This is an optimization exercise on Yosys and OpenROAD, whose aim is small area, not a production implementation.
Only simulation tests tie the RTL to the original design; equivalence was not proved.
Power figures rest on the tool's default switching activity, not on a simulated workload.

==> flow/design.v <==
module sp8_core (
    input  wire        clk,
    input  wire        rst,
    output reg  [15:0] bus_addr,
    output reg  [7:0]  bus_wdata,
    output reg         mem_we,
    output reg         disp_we,
    output reg         io_we,
    input  wire [7:0]  mem_rdata,
    output reg         retire,
    output reg  [2:0]  cost,
    output wire        halted,
    output wire        faulted,
    output wire [7:0]  fault_op,
    output wire [15:0] pc,
    output wire [7:0]  sp,
    output wire [7:0]  a,
    output wire [7:0]  x,
    output wire [7:0]  y,
    output wire [7:0]  p
);
    localparam [3:0] S_V0 = 4'd0, S_V1 = 4'd1, S_V2 = 4'd2, S_F = 4'd3, S_D = 4'd4,
                     S_O = 4'd5, S_H = 4'd6, S_M = 4'd7, S_SH = 4'd8, S_SF = 4'd9;
    localparam [3:0] C_LDI = 4'd0, C_LDZ = 4'd1, C_STZ = 4'd2, C_STA = 4'd3, C_ADC = 4'd4,
                     C_SBC = 4'd5, C_INC = 4'd6, C_CMP = 4'd7, C_BNE = 4'd8, C_SEC = 4'd9;
    reg [3:0]  state;
    reg [3:0]  cls;
    reg [15:0] pc_r;
    reg [7:0]  a_r, t_r;
    reg        fc, fz, fv, fn;
    assign pc = pc_r;
    assign a  = a_r;
    assign sp = 8'hFF;
    assign x  = 8'h00;
    assign y  = 8'h00;
    assign p  = {fn, fv, 1'b1, 1'b0, 1'b0, 1'b0, fz, fc};
    assign halted  = (state == S_SH);
    assign faulted = (state == S_SF);
    assign fault_op = t_r;
    reg [3:0] dcls;
    reg       dlegal, dhlt;
    always @(*) begin
        dlegal = 1'b1; dhlt = 1'b0; dcls = C_SEC;
        case (mem_rdata)
            8'hA9: dcls = C_LDI;
            8'hA5: dcls = C_LDZ;
            8'h85: dcls = C_STZ;
            8'h8D: dcls = C_STA;
            8'h69: dcls = C_ADC;
            8'hE9: dcls = C_SBC;
            8'hE6: dcls = C_INC;
            8'hC9: dcls = C_CMP;
            8'hD0: dcls = C_BNE;
            8'h38: dcls = C_SEC;
            8'hFF: dhlt = 1'b1;
            default: dlegal = 1'b0;
        endcase
    end
    always @(*) begin
        case (cls)
            C_LDZ, C_STZ: cost = 3'd3;
            C_STA:        cost = 3'd4;
            C_INC:        cost = 3'd5;
            C_BNE:        cost = fz ? 3'd2 : 3'd3;
            default:      cost = 3'd2;
        endcase
    end
    wire       sub   = (cls == C_SBC) || (cls == C_CMP);
    wire [7:0] alu_b = sub ? ~mem_rdata : mem_rdata;
    wire       cin   = (cls == C_CMP) ? 1'b1 : fc;
    wire [8:0] sum   = {1'b0, a_r} + {1'b0, alu_b} + {8'd0, cin};
    wire [7:0] inc   = mem_rdata + 8'd1;
    wire       br    = (state == S_O) && (cls == C_BNE);
    wire [15:0] pc_nx = pc_r + (br ? {{8{mem_rdata[7]}}, mem_rdata} : 16'd1);
    always @(*) begin
        bus_addr  = pc_r;
        bus_wdata = a_r;
        mem_we = 1'b0; disp_we = 1'b0; io_we = 1'b0;
        case (state)
            S_V0: bus_addr = 16'hFFFC;
            S_V1: bus_addr = 16'hFFFD;
            S_O: if (cls == C_LDZ || cls == C_INC || cls == C_STZ) begin
                     bus_addr = {8'h00, mem_rdata};
                     mem_we = (cls == C_STZ);
                 end
            S_H: begin
                     bus_addr = {mem_rdata, t_r};
                     disp_we = (mem_rdata[7:4] == 4'h4);
                     io_we   = (mem_rdata[7:4] == 4'h5);
                     mem_we  = !(mem_rdata[7:4] == 4'h4) && !(mem_rdata[7:4] == 4'h5);
                 end
            S_M: if (cls == C_INC) begin
                     bus_addr = {8'h00, t_r};
                     bus_wdata = inc;
                     mem_we = 1'b1;
                 end
            default: ;
        endcase
    end
    always @(posedge clk) begin
        if (rst) begin
            state <= S_V0;
            fc <= 1'b0; fz <= 1'b0; fv <= 1'b0; fn <= 1'b0;
            retire <= 1'b0;
        end else begin
            retire <= 1'b0;
            case (state)
                S_V0: state <= S_V1;
                S_V1: begin pc_r[7:0] <= mem_rdata; state <= S_V2; end
                S_V2: begin pc_r[15:8] <= mem_rdata; state <= S_F; end
                S_F: begin pc_r <= pc_nx; state <= S_D; end
                S_D: begin
                    t_r <= mem_rdata;
                    cls <= dcls;
                    if (!dlegal) begin
                        retire <= 1'b1; state <= S_SF;
                    end else if (dhlt) begin
                        retire <= 1'b1; state <= S_SH;
                    end else if (dcls == C_SEC) begin
                        fc <= 1'b1; retire <= 1'b1; state <= S_F;
                    end else begin
                        pc_r <= pc_nx; state <= S_O;
                    end
                end
                S_O: begin
                    t_r <= mem_rdata;
                    state <= S_F;
                    case (cls)
                        C_LDI: begin
                            a_r <= mem_rdata; fz <= (mem_rdata == 8'h00); fn <= mem_rdata[7];
                            retire <= 1'b1;
                        end
                        C_ADC, C_SBC, C_CMP: begin
                            if (cls != C_CMP) begin a_r <= sum[7:0]; fv <= (a_r[7] == alu_b[7]) && (sum[7] != a_r[7]); end
                            fc <= sum[8]; fz <= (sum[7:0] == 8'h00); fn <= sum[7];
                            retire <= 1'b1;
                        end
                        C_BNE: begin if (!fz) pc_r <= pc_nx; retire <= 1'b1; end
                        C_STZ: retire <= 1'b1;
                        C_STA: begin pc_r <= pc_nx; state <= S_H; end
                        default: state <= S_M;    
                    endcase
                end
                S_H: begin retire <= 1'b1; state <= S_F; end
                S_M: begin
                    if (cls == C_INC) begin
                        fz <= (inc == 8'h00); fn <= inc[7];
                    end else begin
                        a_r <= mem_rdata; fz <= (mem_rdata == 8'h00); fn <= mem_rdata[7];
                    end
                    retire <= 1'b1; state <= S_F;
                end
                default: ;
            endcase
        end
    end
endmodule
==> flow/run.sh <==
#!/bin/bash
# synth_recipe.tcl (not shown) runs the flow's synth.tcl, then flattens the netlist and writes it again
# the make line also repeats each setting of config.mk as NAME=value (left out here)
make -C /OpenROAD-flow-scripts/flow DESIGN_CONFIG=/design/flow/config.mk WORK_HOME=/design/flow/orfs CLKGATE_MAP_FILE= SYNTH_SCRIPT=/design/flow/synth_recipe.tcl finish
==> flow/config.mk <==
export PLATFORM = sky130hd
export DESIGN_NAME = sp8_core
export DESIGN_NICKNAME = sp8_core
export VERILOG_FILES = /design/flow/design.v
export SDC_FILE = /design/flow/constraint.sdc
export NUM_CORES = 4
export LEC_CHECK = 0
export CAP_MARGIN = 20
export CORE_MARGIN = 2
export CORE_UTILIZATION = 40
export PLACE_DENSITY = 0.6
export SLEW_MARGIN = 20
==> flow/constraint.sdc <==
create_clock -name core_clock -period 5.0 [get_ports {clk}]
set_input_delay 1.0000 -clock core_clock [delete_from_list [all_inputs] [get_ports {clk}]]
set_output_delay 1.0000 -clock core_clock [all_outputs]
set_load 0.01 [all_outputs]
==> summary.txt <==
[tightest hold or removal path: cells and delay by family, from the launching register on]
| kind | cells | cell delay, ns |
|---|---|---|
| flops | 1 | 0.32 |
| simple gates | 1 | 0.05 |
| compound gates | 1 | 0.05 |
[kinds of logic after synthesis]
group                      Yosys count  share of synthesized area
and+or+nand+nor                    190                     0.2189
xor gates and xnor gates            36                    0.07403
muxes                                9                    0.02262
adders and majority gates           30                    0.09342
AOI/OAI and AO/OA                  126                     0.1924
DFF                                 45                     0.2961
other                                2                   0.001763
buffers and inverters               80                     0.1008
[flip-flops by register name, indices dropped and copies added (netlist names)]
register and count:
t_r 8, fz 1, fv 1, fc 1, pc_r 16, cls 4
a_r 8, state 4, retire 1, fn 1
[power by group through the flow]
stage	logic (uW)	clock network [uW]	registers, uW
6_report	202	246	422
5_1_grt	221	267	423
4_1_cts	202	256	422
3_5_place_dp	200	0	430
3_3_place_gp	198	0	430
2_1_floorplan	136	0	429
[metrics by stage]
stage	utilization	cell area [sq um]	setup WS, ns	std cells
floorplan	-	4357	1.395	544
global placement	0.4933	5092	0.7451	717
detailed placement	0.4933	5092	0.6490	717
CTS	0.5021	5184	0.7027	725
global route	0.5021	5184	0.5539	725
finish	0.5021	5184	0.6948	725
[layout make-up]
| class | count | area, sq um |
|---|---|---|
| multi-input combinational | 419 | 2666 |
| tap | 136 | 170.2 |
| sequential | 45 | 1261 |
| timing repair buffer | 96 | 915.9 |
| clock buffer | 6 | 82.58 |
| inverter | 21 | 78.83 |
| fill | 1016 | 5140 |
| clock inverter | 2 | 8.758 |
[synthesized netlist by cell type, drive strengths merged, types with 9 or more instances]
cell type  count  area (sq um)
a21oi         24         120.1
nor3          14         70.07
buf           42         286.5
nor2b         11         68.82
xor2          13         113.9
clkbuf        17         63.81
nand2b        11         68.82
edfxtp        36          1081
xnor2         23         201.4
inv           21         78.83
o21ai         47         239.0
nand3         11         55.05
ha            27         337.8
dfxtp          9         180.2
nand2         58         217.7
nor2          49         183.9
[per-layer routing]
layer	part of all wire	track usage	up-vias	wire, um
li1	-	-	1935	-
met1	0.46	0.3293	1844	5825
met2	0.44	0.3445	186	5568
met3	0.081	0.03040	16	1019
met4	0.015	0.05566	0	193
met5	0	0	-	0
[worst max-delay path by stage]
stage,start,endpoint,slack [ns]
after global placement,mem_rdata[0],fz,0.75
final,mem_rdata[1],bus_wdata[6],0.69
after CTS,mem_rdata[1],bus_wdata[6],0.70
after detailed placement,mem_rdata[0],fz,0.65
after floorplan,mem_rdata[7],pc_r[15],1.40
after global routing,mem_rdata[1],bus_wdata[7],0.55
==> flow_summary.yaml <==
critical_path:
  cp_cell_sequence: "clkdlybuf4s50_1 -> ha_1 -> nand2_1 -> nor2_1 -> xnor2_1 -> o21ai_0 -> clkdlybuf4s50_1"
  timing.critical_path.fanout_max: 11
  r2r_end: "pc_r[15]"
  cp.depth: 7
  crit_type: "in2out"
  worst_setup_path_end_kind: "primary output"
  r2r_start: "state[2]"
  worst_path_most_repeated_cell: "clkdlybuf4s50_1"
  required_ns: 4.00
  r2r_cells: 14
  reg2reg_slack_ns: 0.90
  crit_slowest_cell: "clkdlybuf4s50_1"
  cp.arrival_ns: 3.31
  max_stage_delay_ns: 0.76
  cp_num_buf_inv: 2
  cp-start-kind: "input port"
  crit_family: "buffers and inverters"
power_and_ir_drop:
  power.internal_uw: 609.4
  power_frac_seq: 0.485
  peakVddDrop_v: 0.0001318
  power_uw: 870.3
  switching_share: 0.2998
  powerDensity_mw_per_mm2: 167.9
  p_switching_uw: 261.0
  pwr-share-comb: 0.233
  clkPwrFrac: 0.282
  p_leak_uw: 0.002025
drt:
  drt_iter0_drc: 378
  drc: 0
  ant_nets: 0
  routed_wl_um: 12610
  vias: 3981
  firstDrtPassIters: 5
  viasPerCell: 5.491
  avgRoutedWirePerCell_um: 17.39
floorplanning:
  row_count: 37
  io_pins: 107
  floorplan.initialDensity: 0.4126
  die_w_um: 107.2
  fp.coreArea_sq_mm: 0.01032
  die_height_um: 107.2
  dieArea_sq_mm: 0.01149
min_path:
  whs_endpoint: "fv"
  min_path_cells: 2
  min_from: "fv"
  hold_class: "reg2reg"
timing:
  rsz0062_at_grt: "false"
  fmax_mhz: 232.3
  finalSetupTns_ns: 0
  finalSetupViolations: 0
  post-route-period-util: 0.8610
  finalHoldWorstSlack_ns: 0.4609
  slew_headroom: 0.4436
  finalHoldViolations: 0
  drv_slew: 0
  min_period_ns: 4.305
  worst_pin_slew_ns: 0.8310
  clock_skew_ns: 0.006154
grt:
  gr-usage-all-layers: 0.2237
  grt_pass1_wl_um: 20130
  antenna_found_initial: 0
  globalRouteOverflowTotal: 0
  grt_max_degree: 25
  first_global_vias: 3759
clock_tree:
  cts_setup_buffers: 0
  cts.sinks: 45
  ctsResizeCount: 0
  htreeDepth: 2
  cts_tree: "built"
  cts_buffer_depth: 2
  clock_latency_ns: 0.30
  cts-root-buf: "clkbuf_8"
  clkTransAtPathRegs_ns: 0.09
  postCtsHoldBufs: 0
  numCtsBuffers: 5
placement:
  gp_congestion: 0.9213
  dp_hpwl_um: 9560
  portBuffers: 78
final_layout:
  final_common_cell: "clkdlybuf4s50_1"
  drive_gt1_frac: 0.06621
  area_growth_pct: 21.71
  layout_common_cells: "clkdlybuf4s50_1, nand2_1, nor2_1"
  antenna_cells: 0
  final_nets: 628
yosys:
  avgSynthCellArea_sq_um: 8.222
  ys_ff_latch: 45
  ys.flop_type: "edfxtp_1"
  yosysWarnings: 1
  netlist_area_sq_mm: 0.004259
  yosysUniqueCellTypes: 61
  ys_seq_area_frac: 0.2961
  async_reset_ff_frac: 0
  synth_edf_count: 36
  syn_inst: 518
flow_run:
  maxCapViolations: 0
run_status:
  status: "complete, no violations"

separate check: timing with driven ports:
How much do the figures lean on ideal ports? The routed layout below was timed once more, with nothing changed but the port constraints. Step 1 (the two cells are an assumption about what drives the block):
set clk [get_ports {clk}]
set_driving_cell -lib_cell sky130_fd_sc_hd__clkbuf_16 $clk
set_driving_cell -lib_cell sky130_fd_sc_hd__buf_2 [delete_from_list [all_inputs] $clk]
Step 2 also shifts input and output timing later by t, the mid clock arrival at the registers, as if the neighbouring blocks saw the same clock. a / b / c = ideal / step 1 / step 2; a / b = the first two.
t, ns: 0.337
slack for setup (ns): 0.695 / 0.672 / 0.628
worst register clock-pin slew, ns: 0.09 / 0.09
worst data-port slew with drivers (ns): 0.05
pins driven straight from the clock port: 1
After both steps setup and hold are still met in this run. For this run, drivers alone change the setup slack by -0.023 ns; drivers and shift together by -0.067 ns.
